From an optimization exercise on the open Yosys and OpenROAD flow, aimed at small area, a short achievable clock period and few clock cycles per item; shortcuts taken in it are not production practice.
At most, simulation tests tie the RTL to the original design; equivalence was not proved.
Power and IR drop assume default switching activity.

==> fjord: inputs <==
==> flow/design.v (excerpt) <==
module pan_volume_mixer (
    input  wire               clk,
    input  wire               rst,           
    input  wire               in_valid,
    output wire               in_ready,
    input  wire               in_play,       
    input  wire signed [15:0] in_sample,     
    input  wire               in_am_en,      
    input  wire        [2:0]  in_am_depth,   
    input  wire        [7:0]  in_am_phase,   
    input  wire        [9:0]  in_eg_level,   
    input  wire        [3:0]  in_pan,        
    input  wire        [6:0]  in_tl,         
    output reg                out_valid,
    output reg  signed [15:0] out_l,
    output reg  signed [15:0] out_r
);
==> module pan_volume_mixer, before the edit <==
module pan_volume_mixer (
    input  wire               clk,
    input  wire               rst,           
    input  wire               in_valid,
    output wire               in_ready,
    input  wire               in_play,       
    input  wire signed [15:0] in_sample,     
    input  wire               in_am_en,      
    input  wire        [2:0]  in_am_depth,   
    input  wire        [7:0]  in_am_phase,   
    input  wire        [9:0]  in_eg_level,   
    input  wire        [3:0]  in_pan,        
    input  wire        [6:0]  in_tl,         
    output reg                out_valid,
    output reg  signed [15:0] out_l,
    output reg  signed [15:0] out_r
);
    localparam NUM_VOICES = 28;
    assign in_ready = 1'b1;
    reg               v0;
    reg               play0;
    reg signed [15:0] smp0;
    reg        [2:0]  depth0;
    reg        [7:0]  wave0;      
    reg        [9:0]  eg0;
    reg        [3:0]  pan0;
    reg        [6:0]  tl0;
    always @(posedge clk) begin
        v0     <= in_valid && !rst;
        play0  <= in_play && in_valid;
        smp0   <= in_sample;
        depth0 <= in_am_en ? in_am_depth : 3'd0;
        wave0  <= in_am_phase[7] ? {in_am_phase[6:0], 1'b0} : ~{in_am_phase[6:0], 1'b0};
        eg0    <= in_eg_level;
        pan0   <= in_pan;
        tl0    <= in_tl;
    end
    wire [8:0] ascale;
    ascale_rom u_ascale (.addr({depth0, wave0}), .data(ascale));
    reg               v1;
    reg               play1;
    reg signed [15:0] smp1;
    reg        [8:0]  ascale1;
    reg        [9:0]  eg1;
    reg        [3:0]  pan1;
    reg        [6:0]  tl1;
    always @(posedge clk) begin
        v1      <= v0 && !rst;
        play1   <= play0;
        smp1    <= smp0;
        ascale1 <= ascale;
        eg1     <= eg0;
        pan1    <= pan0;
        tl1     <= tl0;
    end
    wire [15:0] s_am;            
    mul_am u_mul_am (.s(smp1), .b(ascale1), .y(s_am));
    wire [11:0] gain;
    exp_gain_rom u_gain (.addr(eg1), .data(gain));
    reg               v2;
    reg               play2;
    reg        [15:0] s_am2;
    reg        [11:0] gain2;
    reg        [3:0]  pan2;
    reg        [6:0]  tl2;
    always @(posedge clk) begin
        v2    <= v1 && !rst;
        play2 <= play1;
        s_am2 <= s_am;
        gain2 <= gain;
        pan2  <= pan1;
        tl2   <= tl1;
    end
    wire [17:0] s_eg;
    mul_eg u_mul_eg (.s(s_am2), .b(gain2), .y(s_eg));
    wire [2:0] att_l  = (pan2 >= 4'd1 && pan2 <= 4'd6) ? pan2[2:0] : 3'd0;
    wire [2:0] att_r  = (pan2 >= 4'd10) ? 3'd0 - pan2[2:0] : 3'd0;    
    wire       mute_l = !play2 || pan2 == 4'd7 || pan2 == 4'd8;
    wire       mute_r = !play2 || pan2 == 4'd8 || pan2 == 4'd9;
    wire [7:0]  idx_l = {1'b0, tl2} + {2'b0, att_l, 3'b0};
    wire [7:0]  idx_r = {1'b0, tl2} + {2'b0, att_r, 3'b0};
    wire [10:0] tab_l, tab_r;
    pan_att_rom u_pan_l (.addr(idx_l), .data(tab_l));
    pan_att_rom u_pan_r (.addr(idx_r), .data(tab_r));
    reg               v3;
    reg        [17:0] s_eg3;
    reg        [10:0] pan_l3, pan_r3;
    always @(posedge clk) begin
        v3     <= v2 && !rst;
        s_eg3  <= s_eg;
        pan_l3 <= mute_l ? 11'd0 : tab_l;
        pan_r3 <= mute_r ? 11'd0 : tab_r;
    end
    reg         [4:0]  slot;
    reg                first;     
    reg         [20:0] acc_l, acc_r;
    reg                done4;
    wire [20:0] base_l = first ? 21'd0 : acc_l;
    wire [20:0] base_r = first ? 21'd0 : acc_r;
    wire [20:0] sum_l, sum_r;
    mul_pan u_mul_l (.s(s_eg3), .b(pan_l3), .c(base_l), .y(sum_l));
    mul_pan u_mul_r (.s(s_eg3), .b(pan_r3), .c(base_r), .y(sum_r));
    always @(posedge clk) begin
        acc_l <= sum_l;
        acc_r <= sum_r;
    end
    always @(posedge clk) begin
        if (rst) begin
            slot  <= 5'd0;
            first <= 1'b1;
            done4 <= 1'b0;
        end else begin
            done4 <= v3 && slot == NUM_VOICES - 1;
            if (v3) begin
                first <= slot == NUM_VOICES - 1;
                slot  <= (slot == NUM_VOICES - 1) ? 5'd0 : slot + 5'd1;
            end
        end
    end
    function automatic [15:0] sat16(input [20:0] v);
        if (!v[20] && v[19:15] != 5'd0)
            sat16 = 16'h7fff;
        else if (v[20] && v[19:15] != 5'h1f)
            sat16 = 16'h8000;
        else
            sat16 = v[15:0];
    endfunction
    always @(posedge clk) begin
        out_valid <= done4 && !rst;
        out_l     <= sat16(acc_l);
        out_r     <= sat16(acc_r);
    end
endmodule
clock: 30.0 ns
lec_check: 0
cap_margin: 20
core_margin: 2
core_utilization: 40
slew_margin: 20
synth_memory_max_bits: 65536
standard.sh (not shown) runs the stock make flow with config.mk's settings and CLKGATE_MAP_FILE= SYNTH_SCRIPT=/design/flow/synth_recipe.tcl, a recipe that flattens the netlist after the stock synthesis.
==> flow/flow/run.sh <==
#!/bin/bash
# Own flow: the standard layout (standard.sh), with
#  - the synthesis run through flow/synth_wrap.tcl, which only swaps the ABC
#    mapping script for the area-oriented flow/area.abc (registers are mapped
#    before ABC and stay exactly as the standard synthesis makes them);
#  - Yosys's synth without its internal quick ABC pass (-noabc), so that the
#    adder extraction sees the multiplier trees' full adders as written;
#  - the port buffers as plain buf_2 cells;
#  - a denser core (45 %) and clock-tree sink clusters of up to 30 flip-flops.
# make's own output goes to flow_make.log; each ORFS step logs under orfs/logs.
set -euo pipefail
W=$(pwd)
export FLOW_WORK=$W
export FLOW_ABC_SCRIPT=$W/flow/area.abc
bash standard.sh SYNTH_SCRIPT=$W/flow/synth_wrap.tcl SYNTH_ARGS=-noabc \
  SETUP_SLACK_MARGIN=23.5 CORE_UTILIZATION=45 GPL_TIMING_DRIVEN=0 CTS_CLUSTER_SIZE=30 CTS_CLUSTER_DIAMETER=100 \
  "BUFFER_PORTS_ARGS=-buffer_cell sky130_fd_sc_hd__buf_2" finish > $W/flow_make.log 2>&1
==> flow/flow/area.abc <==
strash
dc2
strash
&get -n
&dch -f
&nf {D}
&put
==> flow/flow/synth_wrap.tcl <==
# The standard synthesis (synth_recipe.tcl, unchanged), with one difference:
# the final ABC mapping runs the area-oriented script in flow/area.abc
# instead of ORFS's delay-oriented one. Registers are mapped before ABC and
# are left exactly as the standard synthesis makes them.
proc abc {args} {
  set i [lsearch -exact $args -script]
  if {$i >= 0} {
    set args [lreplace $args $i [expr {$i + 1}] -script $::env(FLOW_ABC_SCRIPT)]
  }
  yosys abc {*}$args
}
source $::env(FLOW_WORK)/synth_recipe.tcl
==> delta (differences from fjord) <==
--- a/flow/design.v
+++ b/flow/design.v
@@ -4322,3 +4322,3 @@
     reg         [20:0] acc_l, acc_r;
-    reg                done4;
+    wire        last   = v3 && slot == NUM_VOICES - 1;
     wire [20:0] base_l = first ? 21'd0 : acc_l;
@@ -4328,5 +4328,13 @@
     mul_pan u_mul_r (.s(s_eg3), .b(pan_r3), .c(base_r), .y(sum_r));
+    function automatic [15:0] sat16(input [20:0] v);
+        if (!v[20] && v[19:15] != 5'd0)
+            sat16 = 16'h7fff;
+        else if (v[20] && v[19:15] != 5'h1f)
+            sat16 = 16'h8000;
+        else
+            sat16 = v[15:0];
+    endfunction
     always @(posedge clk) begin
-        acc_l <= sum_l;
-        acc_r <= sum_r;
+        acc_l <= last ? {sum_l[20:16], sat16(sum_l)} : sum_l;
+        acc_r <= last ? {sum_r[20:16], sat16(sum_r)} : sum_r;
     end
@@ -4334,7 +4342,7 @@
         if (rst) begin
-            slot  <= 5'd0;
-            first <= 1'b1;
-            done4 <= 1'b0;
+            slot      <= 5'd0;
+            first     <= 1'b1;
+            out_valid <= 1'b0;
         end else begin
-            done4 <= v3 && slot == NUM_VOICES - 1;
+            out_valid <= last;
             if (v3) begin
@@ -4345,14 +4353,5 @@
     end
-    function automatic [15:0] sat16(input [20:0] v);
-        if (!v[20] && v[19:15] != 5'd0)
-            sat16 = 16'h7fff;
-        else if (v[20] && v[19:15] != 5'h1f)
-            sat16 = 16'h8000;
-        else
-            sat16 = v[15:0];
-    endfunction
-    always @(posedge clk) begin
-        out_valid <= done4 && !rst;
-        out_l     <= sat16(acc_l);
-        out_r     <= sat16(acc_r);
+    always @(*) begin
+        out_l = acc_l[15:0];
+        out_r = acc_r[15:0];
     end
--- a/flow/flow/run.sh
+++ b/flow/flow/run.sh
@@ -15,3 +15,3 @@
 bash standard.sh SYNTH_SCRIPT=$W/flow/synth_wrap.tcl SYNTH_ARGS=-noabc \
-  SETUP_SLACK_MARGIN=23.5 CORE_UTILIZATION=45 GPL_TIMING_DRIVEN=0 CTS_CLUSTER_SIZE=30 CTS_CLUSTER_DIAMETER=100 \
+  SETUP_SLACK_MARGIN=23.5 CORE_UTILIZATION=45 CTS_CLUSTER_SIZE=30 CTS_CLUSTER_DIAMETER=100 \
   "BUFFER_PORTS_ARGS=-buffer_cell sky130_fd_sc_hd__buf_2" finish > $W/flow_make.log 2>&1
==> flow/flow/area.abc (replaced) <==
strash
dc2
strash
&get -n
&dch -f
&nf
&put
==> raven (differences from fjord) <==
--- a/flow/flow/run.sh
+++ b/flow/flow/run.sh
@@ -15,3 +15,3 @@
 bash standard.sh SYNTH_SCRIPT=$W/flow/synth_wrap.tcl SYNTH_ARGS=-noabc \
-  SETUP_SLACK_MARGIN=23.5 CORE_UTILIZATION=45 GPL_TIMING_DRIVEN=0 CTS_CLUSTER_SIZE=30 CTS_CLUSTER_DIAMETER=100 \
+  SETUP_SLACK_MARGIN=23.5 CORE_UTILIZATION=45 CTS_CLUSTER_SIZE=30 CTS_CLUSTER_DIAMETER=100 \
   "BUFFER_PORTS_ARGS=-buffer_cell sky130_fd_sc_hd__buf_2" finish > $W/flow_make.log 2>&1
==> willow (differences from fjord) <==
--- a/flow/flow/run.sh
+++ b/flow/flow/run.sh
@@ -15,3 +15,3 @@
 bash standard.sh SYNTH_SCRIPT=$W/flow/synth_wrap.tcl SYNTH_ARGS=-noabc \
-  SETUP_SLACK_MARGIN=23.5 CORE_UTILIZATION=45 GPL_TIMING_DRIVEN=0 CTS_CLUSTER_SIZE=30 CTS_CLUSTER_DIAMETER=100 \
+  SETUP_SLACK_MARGIN=23.1 CORE_UTILIZATION=45 CTS_CLUSTER_SIZE=30 CTS_CLUSTER_DIAMETER=100 \
   "BUFFER_PORTS_ARGS=-buffer_cell sky130_fd_sc_hd__buf_2" finish > $W/flow_make.log 2>&1
==> flow_summary.ini <==
[run_status]
outcome = no timing/DRC/antenna violations

[finish]
post-route-util_pct = 51.3
final_cell_mix = 428 x nand2_1, 323 x a21oi_1, 298 x xnor2_1
register_area_mm2 = 0.00539
n_antenna_cell = 2

[floorplan]
die-area_mm2 = 0.0720

[synth]
synthMuxAreaShare_pct = 0.378
synthAdderAreaFrac_pct = 26.5
synth-simple-area-share_pct = 17.3

[place]
place_area_mm2 = 0.0333

[grt]
met3_usage_pct = 4.02

[pwr]
peakVddDrop_uv = 93.2
seq-power_mw = 0.740

[drt]
detail_route.iter0.violations = 3601
wire_per_inst_um = 21.8

[clocking]
cts_setup_buffers = 55
Source of the figures above: fjord

==> flow_summary.ini <==
[run_status]
outcome = no timing/DRC/antenna violations

[synth]
synthAdderAreaFrac_pct = 26.5
synthMuxAreaShare_pct = 0.378

[floorplan]
die_x_um = 268
die-area_mm2 = 0.0720

[place]
place_area_mm2 = 0.0337

[pwr]
seq-power_mw = 0.606
peakVddDrop_uv = 76.9

[grt]
met3_usage_pct = 4.92
grt_overflow_total = 0

[finish]
n_antenna_cell = 1
register_area_mm2 = 0.00534
post-route-util_pct = 51.1
final_cell_mix = 428 x nand2_1, 326 x a21oi_1, 299 x xnor2_1

[clocking]
cts_setup_buffers = 26

[drt]
wire_per_inst_um = 21.6

[timing]
drv_slew = 0
Source of the figures above: raven

==> flow_summary.ini <==
[run_status]
outcome = no timing/DRC/antenna violations

[synth]
synthMuxAreaShare_pct = 0.378
synthAdderAreaFrac_pct = 26.5
synth-simple-area-share_pct = 17.3

[finish]
register_area_mm2 = 0.00530
n_antenna_cell = 1

[grt]
met3_usage_pct = 4.43

[drt]
wire_per_inst_um = 21.2
detail_route.iter0.violations = 4005

[pwr]
peakVddDrop_uv = 80.9
seq-power_mw = 0.602

[floorplan]
ios = 87
die-area_mm2 = 0.0720

[place]
place_area_mm2 = 0.0338

[clocking]
cts_setup_buffers = 4
Source of the figures above: willow

==> flow_summary.ini <==
[grt]
met3_usage_pct = 3.94

[pwr]
seq-power_mw = 0.605
peakVddDrop_uv = 143

[drt]
wire_per_inst_um = 21.9
firstDrtPassIters = 8
detail_route.iter0.violations = 4267

[clocking]
clk_pin_slew_worst_paths_ns = 0.10
cts_setup_buffers = 73

[run_status]
outcome = no timing/DRC/antenna violations

[synth]
synth-simple-area-share_pct = 18.7
synthMuxAreaShare_pct = 0.418

[finish]
final_cell_mix = 458 x nand2_1, 303 x xnor2_1, 301 x nor2_1
n_antenna_cell = 0
post-route-util_pct = 51.9
register_area_mm2 = 0.00473

[floorplan]
die-area_mm2 = 0.0713

[worst_setup_path]
rr_startpoint = pan_l3[1]

[timing]
hold_ws_ns = 0.324

[place]
place_area_mm2 = 0.0333
Source of the figures above: delta

Testbench counts of fjord, summed over its fixed seeds: cycles 35,888, slots 35,840.
Testbench counts of raven, summed over its fixed seeds: cycles 35,888, slots 35,840.
Testbench counts of willow, summed over its fixed seeds: cycles 35,888, slots 35,840.
For delta, only the layout was checked, not whether the RTL still works.

========
==> try-xenon: inputs <==
Another version of the RTL of pan_volume_mixer (not shown whole).
## pan_volume_mixer
module pan_volume_mixer (
    input  wire               clk,
    input  wire               rst,           
    input  wire               in_valid,
    output wire               in_ready,
    input  wire               in_play,       
    input  wire signed [15:0] in_sample,     
    input  wire               in_am_en,      
    input  wire        [2:0]  in_am_depth,   
    input  wire        [7:0]  in_am_phase,   
    input  wire        [9:0]  in_eg_level,   
    input  wire        [3:0]  in_pan,        
    input  wire        [6:0]  in_tl,         
    output reg                out_valid,
    output reg  signed [15:0] out_l,
    output reg  signed [15:0] out_r
);
==> module pan_volume_mixer, before the edit <==
module pan_volume_mixer (
    input  wire               clk,
    input  wire               rst,           
    input  wire               in_valid,
    output wire               in_ready,
    input  wire               in_play,       
    input  wire signed [15:0] in_sample,     
    input  wire               in_am_en,      
    input  wire        [2:0]  in_am_depth,   
    input  wire        [7:0]  in_am_phase,   
    input  wire        [9:0]  in_eg_level,   
    input  wire        [3:0]  in_pan,        
    input  wire        [6:0]  in_tl,         
    output reg                out_valid,
    output reg  signed [15:0] out_l,
    output reg  signed [15:0] out_r
);
    localparam NUM_VOICES = 28;
    assign in_ready = 1'b1;
    reg               v0;
    reg               play0;
    reg signed [15:0] smp0;
    reg        [2:0]  depth0;
    reg        [7:0]  wave0;      
    reg        [9:0]  eg0;
    reg        [3:0]  pan0;
    reg        [6:0]  tl0;
    always @(posedge clk) begin
        v0     <= in_valid && !rst;
        play0  <= in_play;
        smp0   <= in_sample;
        depth0 <= in_am_en ? in_am_depth : 3'd0;
        wave0  <= in_am_phase[7] ? {in_am_phase[6:0], 1'b0} : ~{in_am_phase[6:0], 1'b0};
        eg0    <= in_eg_level;
        pan0   <= in_pan;
        tl0    <= in_tl;
    end
    wire [8:0]  ascale;
    wire [11:0] gain;
    ascale_rom   u_ascale (.addr({depth0, wave0}), .data(ascale));
    exp_gain_rom u_gain   (.addr(eg0), .data(gain));
    wire [15:0] s_am;
    mul_am u_mul_am (.s(smp0), .b(ascale), .y(s_am));
    reg               v1;
    reg               play1;
    reg signed [15:0] s_am1;     
    reg        [11:0] gain1;
    reg        [3:0]  pan1;
    reg        [6:0]  tl1;
    always @(posedge clk) begin
        v1    <= v0 && !rst;
        play1 <= play0;
        s_am1 <= s_am;
        gain1 <= gain;
        pan1  <= pan0;
        tl1   <= tl0;
    end
    wire [17:0] s_eg;
    mul_eg u_mul_eg (.s(s_am1), .b(gain1), .y(s_eg));
    wire [2:0] att_l  = (pan1 >= 4'd1 && pan1 <= 4'd6) ? pan1[2:0] : 3'd0;
    wire [2:0] att_r  = (pan1 >= 4'd10) ? 3'd0 - pan1[2:0] : 3'd0;    
    wire       mute_l = !play1 || pan1 == 4'd7 || pan1 == 4'd8;
    wire       mute_r = !play1 || pan1 == 4'd8 || pan1 == 4'd9;
    wire [7:0]  idx_l = {1'b0, tl1} + {2'b0, att_l, 3'b0};
    wire [7:0]  idx_r = {1'b0, tl1} + {2'b0, att_r, 3'b0};
    wire [10:0] tab_l, tab_r;
    pan_att_rom u_pan_l (.addr(idx_l), .data(tab_l));
    pan_att_rom u_pan_r (.addr(idx_r), .data(tab_r));
    reg               v2;
    reg signed [17:0] s_eg2;
    reg        [10:0] pan_l2, pan_r2;
    always @(posedge clk) begin
        v2     <= v1 && !rst;
        s_eg2  <= s_eg;
        pan_l2 <= mute_l ? 11'd0 : tab_l;
        pan_r2 <= mute_r ? 11'd0 : tab_r;
    end
    reg         [4:0]  slot;
    reg                first;     
    reg  signed [20:0] acc_l, acc_r;
    reg                done3;
    wire [20:0] base_l = first ? 21'd0 : acc_l;
    wire [20:0] base_r = first ? 21'd0 : acc_r;
    wire [20:0] sum_l, sum_r;
    mul_pan u_mul_l (.s(s_eg2), .b(pan_l2), .c(base_l), .y(sum_l));
    mul_pan u_mul_r (.s(s_eg2), .b(pan_r2), .c(base_r), .y(sum_r));
    always @(posedge clk) begin
        if (v2) begin
            acc_l <= sum_l;
            acc_r <= sum_r;
        end
    end
    always @(posedge clk) begin
        if (rst) begin
            slot  <= 5'd0;
            first <= 1'b1;
            done3 <= 1'b0;
        end else begin
            done3 <= v2 && slot == NUM_VOICES - 1;
            if (v2) begin
                first <= slot == NUM_VOICES - 1;
                slot  <= (slot == NUM_VOICES - 1) ? 5'd0 : slot + 5'd1;
            end
        end
    end
    function automatic signed [15:0] sat16(input signed [20:0] v);
        if (v > 21'sd32767)
            sat16 = 16'sd32767;
        else if (v < -21'sd32768)
            sat16 = -16'sd32768;
        else
            sat16 = v[15:0];
    endfunction
    always @(posedge clk) begin
        out_valid <= done3 && !rst;
        out_l     <= sat16(acc_l);
        out_r     <= sat16(acc_r);
    end
endmodule
clock: 30.0 ns
lec_check: 0
cap_margin: 20
core_margin: 2
core_utilization: 40
slew_margin: 20
synth_memory_max_bits: 65536
==> flow/flow/run.sh <==
#!/bin/bash
# Own flow: the standard layout (standard.sh), with the synthesis run
# through flow/synth_wrap.tcl, which only swaps the ABC mapping script.
set -euo pipefail
W=$(pwd)
export FLOW_WORK=$W
export FLOW_ABC_SCRIPT=$W/flow/area.abc
bash standard.sh SYNTH_SCRIPT=$W/flow/synth_wrap.tcl finish > $W/flow_make.log 2>&1
==> flow/flow/area.abc <==
strash
dc2
strash
&get -n
&dch -f
&nf {D}
&put
Scripts as last shown in full above: flow/flow/synth_wrap.tcl
==> try-cedar (differences from try-xenon) <==
--- a/flow/design.v
+++ b/flow/design.v
@@ -4238,7 +4238,7 @@
     reg        [6:0]  tl0;
     always @(posedge clk) begin
         v0     <= in_valid && !rst;
-        play0  <= in_play;
+        play0  <= in_play && in_valid;
         smp0   <= in_sample;
         depth0 <= in_am_en ? in_am_depth : 3'd0;
         wave0  <= in_am_phase[7] ? {in_am_phase[6:0], 1'b0} : ~{in_am_phase[6:0], 1'b0};
@@ -4246,84 +4246,98 @@
         pan0   <= in_pan;
         tl0    <= in_tl;
     end
-    wire [8:0]  ascale;
-    wire [11:0] gain;
-    ascale_rom   u_ascale (.addr({depth0, wave0}), .data(ascale));
-    exp_gain_rom u_gain   (.addr(eg0), .data(gain));
-    wire [15:0] s_am;
-    mul_am u_mul_am (.s(smp0), .b(ascale), .y(s_am));
+    wire [8:0] ascale;
+    ascale_rom u_ascale (.addr({depth0, wave0}), .data(ascale));
     reg               v1;
     reg               play1;
-    reg signed [15:0] s_am1;     
-    reg        [11:0] gain1;
+    reg signed [15:0] smp1;
+    reg        [8:0]  ascale1;
+    reg        [9:0]  eg1;
     reg        [3:0]  pan1;
     reg        [6:0]  tl1;
     always @(posedge clk) begin
-        v1    <= v0 && !rst;
-        play1 <= play0;
-        s_am1 <= s_am;
-        gain1 <= gain;
-        pan1  <= pan0;
-        tl1   <= tl0;
+        v1      <= v0 && !rst;
+        play1   <= play0;
+        smp1    <= smp0;
+        ascale1 <= ascale;
+        eg1     <= eg0;
+        pan1    <= pan0;
+        tl1     <= tl0;
+    end
+    wire [15:0] s_am;            
+    mul_am u_mul_am (.s(smp1), .b(ascale1), .y(s_am));
+    wire [11:0] gain;
+    exp_gain_rom u_gain (.addr(eg1), .data(gain));
+    reg               v2;
+    reg               play2;
+    reg        [15:0] s_am2;
+    reg        [11:0] gain2;
+    reg        [3:0]  pan2;
+    reg        [6:0]  tl2;
+    always @(posedge clk) begin
+        v2    <= v1 && !rst;
+        play2 <= play1;
+        s_am2 <= s_am;
+        gain2 <= gain;
+        pan2  <= pan1;
+        tl2   <= tl1;
     end
     wire [17:0] s_eg;
-    mul_eg u_mul_eg (.s(s_am1), .b(gain1), .y(s_eg));
-    wire [2:0] att_l  = (pan1 >= 4'd1 && pan1 <= 4'd6) ? pan1[2:0] : 3'd0;
-    wire [2:0] att_r  = (pan1 >= 4'd10) ? 3'd0 - pan1[2:0] : 3'd0;    
-    wire       mute_l = !play1 || pan1 == 4'd7 || pan1 == 4'd8;
-    wire       mute_r = !play1 || pan1 == 4'd8 || pan1 == 4'd9;
-    wire [7:0]  idx_l = {1'b0, tl1} + {2'b0, att_l, 3'b0};
-    wire [7:0]  idx_r = {1'b0, tl1} + {2'b0, att_r, 3'b0};
+    mul_eg u_mul_eg (.s(s_am2), .b(gain2), .y(s_eg));
+    wire [2:0] att_l  = (pan2 >= 4'd1 && pan2 <= 4'd6) ? pan2[2:0] : 3'd0;
+    wire [2:0] att_r  = (pan2 >= 4'd10) ? 3'd0 - pan2[2:0] : 3'd0;    
+    wire       mute_l = !play2 || pan2 == 4'd7 || pan2 == 4'd8;
+    wire       mute_r = !play2 || pan2 == 4'd8 || pan2 == 4'd9;
+    wire [7:0]  idx_l = {1'b0, tl2} + {2'b0, att_l, 3'b0};
+    wire [7:0]  idx_r = {1'b0, tl2} + {2'b0, att_r, 3'b0};
     wire [10:0] tab_l, tab_r;
     pan_att_rom u_pan_l (.addr(idx_l), .data(tab_l));
     pan_att_rom u_pan_r (.addr(idx_r), .data(tab_r));
-    reg               v2;
-    reg signed [17:0] s_eg2;
-    reg        [10:0] pan_l2, pan_r2;
-    always @(posedge clk) begin
-        v2     <= v1 && !rst;
-        s_eg2  <= s_eg;
-        pan_l2 <= mute_l ? 11'd0 : tab_l;
-        pan_r2 <= mute_r ? 11'd0 : tab_r;
+    reg               v3;
+    reg        [17:0] s_eg3;
+    reg        [10:0] pan_l3, pan_r3;
+    always @(posedge clk) begin
+        v3     <= v2 && !rst;
+        s_eg3  <= s_eg;
+        pan_l3 <= mute_l ? 11'd0 : tab_l;
+        pan_r3 <= mute_r ? 11'd0 : tab_r;
     end
     reg         [4:0]  slot;
     reg                first;     
-    reg  signed [20:0] acc_l, acc_r;
-    reg                done3;
+    reg         [20:0] acc_l, acc_r;
+    reg                done4;
     wire [20:0] base_l = first ? 21'd0 : acc_l;
     wire [20:0] base_r = first ? 21'd0 : acc_r;
     wire [20:0] sum_l, sum_r;
-    mul_pan u_mul_l (.s(s_eg2), .b(pan_l2), .c(base_l), .y(sum_l));
-    mul_pan u_mul_r (.s(s_eg2), .b(pan_r2), .c(base_r), .y(sum_r));
+    mul_pan u_mul_l (.s(s_eg3), .b(pan_l3), .c(base_l), .y(sum_l));
+    mul_pan u_mul_r (.s(s_eg3), .b(pan_r3), .c(base_r), .y(sum_r));
     always @(posedge clk) begin
-        if (v2) begin
-            acc_l <= sum_l;
-            acc_r <= sum_r;
-        end
+        acc_l <= sum_l;
+        acc_r <= sum_r;
     end
     always @(posedge clk) begin
         if (rst) begin
             slot  <= 5'd0;
             first <= 1'b1;
-            done3 <= 1'b0;
+            done4 <= 1'b0;
         end else begin
-            done3 <= v2 && slot == NUM_VOICES - 1;
-            if (v2) begin
+            done4 <= v3 && slot == NUM_VOICES - 1;
+            if (v3) begin
                 first <= slot == NUM_VOICES - 1;
                 slot  <= (slot == NUM_VOICES - 1) ? 5'd0 : slot + 5'd1;
             end
         end
     end
-    function automatic signed [15:0] sat16(input signed [20:0] v);
-        if (v > 21'sd32767)
-            sat16 = 16'sd32767;
-        else if (v < -21'sd32768)
-            sat16 = -16'sd32768;
+    function automatic [15:0] sat16(input [20:0] v);
+        if (!v[20] && v[19:15] != 5'd0)
+            sat16 = 16'h7fff;
+        else if (v[20] && v[19:15] != 5'h1f)
+            sat16 = 16'h8000;
         else
             sat16 = v[15:0];
     endfunction
     always @(posedge clk) begin
-        out_valid <= done3 && !rst;
+        out_valid <= done4 && !rst;
         out_l     <= sat16(acc_l);
         out_r     <= sat16(acc_r);
     end
==> flow/flow/run.sh (replaced) <==
#!/bin/bash
# Own flow: the standard layout (standard.sh), with
#  - the synthesis run through flow/synth_wrap.tcl, which only swaps the ABC
#    mapping script for the area-oriented flow/area.abc (registers are mapped
#    before ABC and stay exactly as the standard synthesis makes them);
#  - Yosys's synth without its internal quick ABC pass (-noabc), so that the
#    adder extraction sees the multiplier trees' full adders as written;
#  - the port buffers as plain buf_2 cells.
set -euo pipefail
W=$(pwd)
export FLOW_WORK=$W
export FLOW_ABC_SCRIPT=$W/flow/area.abc
bash standard.sh SYNTH_SCRIPT=$W/flow/synth_wrap.tcl SYNTH_ARGS=-noabc SETUP_SLACK_MARGIN=23.1 CORE_UTILIZATION=45 PLACE_DENSITY=0.5 CTS_CLUSTER_SIZE=30 CTS_CLUSTER_DIAMETER=100 \
  "BUFFER_PORTS_ARGS=-buffer_cell sky130_fd_sc_hd__buf_2" finish > $W/flow_make.log 2>&1
==> comparison table <==
quantity	try-xenon	try-cedar
Pin count of the biggest net entering global routing	69	71
Number of instances in the placed design	5370	4940
Unrepaired setup endpoints after global routing	no	yes
Power drawn by the sequential cells	638 uW	618 uW
Number of filler cells placed in the layout	8245	6793
Compound-Gate Fraction of Synth Area	28.4%	27.5%
Cell leakage power	0.0136 uW	0.0138 uW
GR Layer Usage met2	43.0%	50.2%
Final hold slack	323 ps	331 ps
Result of the run	complete, no violations	complete, no violations
Minimum clock period after layout	9400 ps	7060 ps
Endpoint kind of the worst setup timing path	register	primary output
Average cell area after synthesis	7.92 um^2	8.22 um^2
Count of unique library cells instantiated by Yosys	64	66
Invs w/o clock	398	143
Global-route total usage across every layer	26.8%	30.8%
Die span in y	290 um	269 um
Terminating pin of the worst hold path	pan1[0]$_DFF_P_	eg1[3]$_DFF_P_
Fraction of area in registers	12.9%	15.2%
Worst EP required	30530 ps	24000 ps
Metal1 wirelength	48.6 mm	47.6 mm
Start point of the critical path	wave0[1]$_DFF_P_	out_r[15]$_SDFF_PP0_
Clock net power	364 uW	284 uW
Post-synthesis instance area	32700 um^2	31500 um^2
Power dissipated in combinational cells	4180 uW	3250 uW
Register bit total from synthesis	214	262
Testbench counts of try-xenon, summed over its fixed seeds: cycles 35,880, slots 35,840.
Testbench counts of try-cedar, summed over its fixed seeds: cycles 35,888, slots 35,840.

-- static timing again, ports no longer ideal --
The flow's constraints put no driver on any port. The routed layouts listed below were extracted and timed again, unchanged, in two steps.
Step 1 sets driving cells, clkbuf_16 on the clock port and buf_2 on the other inputs (assumed; they add their load-dependent delay and slew).
Step 2 times the ports against the registers' clock, not the clock port: input delays grow and output delays shrink by t, the midpoint of the rising clock arrivals with the driver on.
a / b / c = ideal / step 1 / step 2; a / b = the first two.
run	shift t [ns]	setup slack, ns	slew at the worst register clock pin (ns)	worst slew at a driven data input, ns	pins driven straight from the clock port
fjord	0.635	22.935 / 22.866 / 23.344	0.11 / 0.11	0.07	1
delta	0.612	22.874 / 22.805 / 23.278	0.11 / 0.11	0.05	1
raven	0.654	22.943 / 22.871 / 23.338	0.11 / 0.11	0.11	1
willow	0.637	22.934 / 22.865 / 23.329	0.11 / 0.11	0.14	1
try-xenon	0.673	20.596 / 20.596 / 20.596	0.06 / 0.06	0.05	1
try-cedar	0.622	22.943 / 22.873 / 23.328	0.10 / 0.10	0.03	1
After both steps every run listed still meets setup and hold.
